Source: an optimization exercise on an open RTL-to-GDS flow (aim: small area, a short achievable clock period and few clock cycles). Production flows keep margins and buffers that such runs may drop.
Function was checked by simulation only, so behaviour that the tests miss may differ from the original.
The clock port is modelled as an ideal driver; clocking choices that lean on that would not hold on a real chip.
Power is estimated from default activity; no workload was simulated.

Design mansos_demod, start of the top module:
module mansos_demod (
    input  wire        clk,
    input  wire        rst,           
    input  wire        start,         
    output wire        raw_re,        
    output wire [6:0]  raw_addr,
    input  wire [7:0]  raw_rdata,
    output wire        busy,
    output reg         done,          
    output reg  [2:0]  result,
    output wire [1:0]  halt_state,
    output wire [3:0]  bit_len,
    output wire [6:0]  bit_count,
    output reg  [3:0]  nbytes,
    output wire [63:0] frame_out
);
    localparam [1:0] S_PRE = 2'd0, S_DELIM = 2'd1, S_DATA = 2'd2;
    localparam [2:0] R_VALID = 3'd1, R_EXHAUSTED = 3'd2, R_BAD_DELIM = 3'd3,
                     R_LENGTH = 3'd5, R_CHECKSUM = 3'd6;
    reg        run;           
    reg        boot;          
    reg        setl;          
    reg [10:0] rd;            
    reg [7:0]  ra;            
    reg [3:0]  wb;            
    reg        rv;            
    reg [31:0] win;           
    reg [3:0]  L;
    reg [1:0]  state;
    reg        pol, locked;
    reg [1:0]  cnt;
    reg [4:0]  ds;            
    reg [63:0] sr;            
    reg [6:0]  bit_idx;
  ...
For scale: roughly 110 I/O pins, roughly 0.014 mm² of cells after synthesis.
export LEC_CHECK = 0
export ABC_AREA = 1
export CAP_MARGIN = 20
export CORE_MARGIN = 2
export CORE_UTILIZATION = 55
export SLEW_MARGIN = 20
create_clock -name core_clock -period 14.0 [get_ports {clk}]
standard.sh (not shown) runs the stock make flow with config.mk's settings and CLKGATE_MAP_FILE= SYNTH_SCRIPT=/design/flow/synth_recipe.tcl, a recipe that flattens the netlist after the stock synthesis.
==> flow/flow/run.sh <==
#!/bin/bash
set -euo pipefail
export REPAIR_MARGIN="$(cat flow/margin.txt)"
bash standard.sh synth > log_1_synth.txt 2>&1
bash standard.sh place > log_2_place.txt 2>&1
STAGE=place openroad -no_init -exit flow/repair.tcl > log_3_repair_place.txt 2>&1
bash standard.sh cts > log_4_cts.txt 2>&1
STAGE=cts openroad -no_init -exit flow/repair.tcl > log_5_repair_cts.txt 2>&1
bash standard.sh > log_6_finish.txt 2>&1
==> flow/flow/margin.txt <==
10.2 10.05
==> flow/flow/repair.tcl <==
# Setup repair at a tighter slack target on the placed (or clock-tree)
# database, then legalize; written back in place for the next ORFS step.
set res [pwd]/orfs/results/sky130hd/mansos_demod/base
set stage $::env(STAGE)
if { $stage == "place" } {
  set odb 3_place.odb
  set sdc 3_place.sdc
} else {
  set odb 4_cts.odb
  set sdc 4_cts.sdc
}
read_liberty $::env(FLOW_HOME)/platforms/sky130hd/lib/sky130_fd_sc_hd__tt_025C_1v80.lib
read_db $res/$odb
read_sdc $res/$sdc
source $::env(FLOW_HOME)/platforms/sky130hd/setRC.tcl
set_dont_use [get_lib_cells {sky130_fd_sc_hd__probe* sky130_fd_sc_hd__lpflow*}]
if { $stage == "cts" } {
  set_propagated_clock [all_clocks]
}
estimate_parasitics -placement
report_design_area
report_worst_slack -max
report_worst_slack -min
if { $stage == "place" } {
  set margin [lindex $::env(REPAIR_MARGIN) 0]
} else {
  set margin [lindex $::env(REPAIR_MARGIN) 1]
}
# -repair_tns 0: work on the worst path only, which sets the period
repair_timing -setup -setup_margin $margin -repair_tns 0 -skip_gate_cloning -verbose
detailed_placement
estimate_parasitics -placement
if { $stage == "cts" } {
  repair_timing -hold -hold_margin 0.05 -verbose
  detailed_placement
  estimate_parasitics -placement
}
check_placement
report_design_area
report_worst_slack -max
report_worst_slack -min
write_db $res/$odb
Testbench counts at the start, summed over its fixed seeds: cycles 36,561.
Then changed:
--- a/flow/config.mk
+++ b/flow/config.mk
@@ -10,3 +10,3 @@
 export CORE_MARGIN = 2
-export CORE_UTILIZATION = 55
+export CORE_UTILIZATION = 40
 export SLEW_MARGIN = 20
Area after synthesis is unchanged.
Clock power goes up by about 3%.
Total power goes up by 0.69%.
Setup slack got worse by 0.020 ns.

========
== before ==
mansos_demod, a different RTL version from the one above (not shown whole).
Size in the first run: ~1500 cells after synthesis, ~13000 sq um of cells after synthesis.
==> flow/design.v (excerpt) <==
module mansos_demod (
    input  wire        clk,
    input  wire        rst,           
    input  wire        start,         
    output wire        raw_re,        
    output wire [6:0]  raw_addr,
    input  wire [7:0]  raw_rdata,
    output wire        busy,
    output reg         done,          
    output reg  [2:0]  result,
    output wire [1:0]  halt_state,
    output wire [3:0]  bit_len,
    output wire [6:0]  bit_count,
    output wire [3:0]  nbytes,
    output wire [63:0] frame_out
);
Settings: LEC_CHECK=0, CAP_MARGIN=20, CORE_MARGIN=2, CORE_UTILIZATION=40, SLEW_MARGIN=20; clock period 14.0 ns.
run.sh (not shown) runs the stock make flow with config.mk's settings and CLKGATE_MAP_FILE= SYNTH_SCRIPT=/design/flow/synth_recipe.tcl, a recipe that flattens the netlist after the stock synthesis.
Stock flow here: none of the scripts above is used.
Testbench counts of before, summed over its fixed seeds: cycles 36,945.
What after does differently from before at the input level:
==> flow/flow/run.sh (new file) <==
#!/bin/bash
set -euo pipefail
export REPAIR_MARGIN=$(cat flow/margin.txt)
bash standard.sh synth > log_1_synth.txt 2>&1
bash standard.sh place > log_2_place.txt 2>&1
STAGE=place openroad -no_init -exit flow/repair.tcl > log_3_repair_place.txt 2>&1
bash standard.sh cts > log_4_cts.txt 2>&1
STAGE=cts openroad -no_init -exit flow/repair.tcl > log_5_repair_cts.txt 2>&1
bash standard.sh > log_6_finish.txt 2>&1
==> flow/flow/margin.txt (new file) <==
9
==> flow/flow/repair.tcl (new file) <==
# Setup repair at a tighter slack target on the placed (or clock-tree)
# database, then legalize; written back in place for the next ORFS step.
set res [pwd]/orfs/results/sky130hd/mansos_demod/base
set stage $::env(STAGE)
if { $stage == "place" } {
  set odb 3_place.odb
  set sdc 3_place.sdc
} else {
  set odb 4_cts.odb
  set sdc 4_cts.sdc
}
read_liberty $::env(FLOW_HOME)/platforms/sky130hd/lib/sky130_fd_sc_hd__tt_025C_1v80.lib
read_db $res/$odb
read_sdc $res/$sdc
source $::env(FLOW_HOME)/platforms/sky130hd/setRC.tcl
set_dont_use [get_lib_cells {sky130_fd_sc_hd__probe* sky130_fd_sc_hd__lpflow*}]
if { $stage == "cts" } {
  set_propagated_clock [all_clocks]
}
estimate_parasitics -placement
report_design_area
report_worst_slack -max
report_worst_slack -min
repair_timing -setup -setup_margin $::env(REPAIR_MARGIN) -skip_gate_cloning -verbose
detailed_placement
estimate_parasitics -placement
if { $stage == "cts" } {
  repair_timing -hold -hold_margin 0.05 -verbose
  detailed_placement
  estimate_parasitics -placement
}
check_placement
report_design_area
report_worst_slack -max
report_worst_slack -min
write_db $res/$odb
==> flow/standard.sh (new file) <==
#!/bin/bash
# synth_recipe.tcl (not shown) runs the flow's synth.tcl, then flattens the netlist and writes it again
# the make line also repeats each setting of config.mk as NAME=value (left out here)
make -C /OpenROAD-flow-scripts/flow DESIGN_CONFIG=/design/flow/config.mk WORK_HOME=/design/flow/orfs CLKGATE_MAP_FILE= SYNTH_SCRIPT=/design/flow/synth_recipe.tcl "${@:-finish}"
removed: flow/run.sh
Cell area: after vs before up 3.3%
Comparing before and after, the higher power is on after.
Routed metal-1 wire length (after vs. before) increases by a few percent
Summary — power dissipated in combinational cells, after relative to before: higher, by about 15%.
The buffering overhead in after was higher than what before gave.
after ended with every stage complete and zero timing, DRC or antenna violations.
Cmp before and after / setup slack / higher: after

static timing again, ports no longer ideal:
How much do the figures lean on ideal ports? The routed layouts below were timed once more, with nothing changed but the port constraints.
Step 1: set_driving_cell puts a clkbuf_16 on clk and a buf_2 on each other input, an assumption about the parent block.
Step 2 times the ports against the registers' clock, not the clock port: input delays grow and output delays shrink by t, the midpoint of the rising clock arrivals with the driver on.
a / b / c = ideal / step 1 / step 2; a / b = the first two.
run	shift t [ns]	setup WS [ns]	clock arrival spread, ns	worst slew at a driven data input, ns
the first run of note 1	0.483	9.754 / 9.705 / 9.767	0.020 / 0.020	0.04
the second run of note 1	0.495	9.733 / 9.683 / 9.765	0.016 / 0.017	0.04
before	0.491	8.128 / 8.128 / 8.128	0.027 / 0.027	0.04
after	0.488	8.916 / 8.916 / 8.916	0.017 / 0.017	0.04
After both steps every run listed still meets setup and hold.
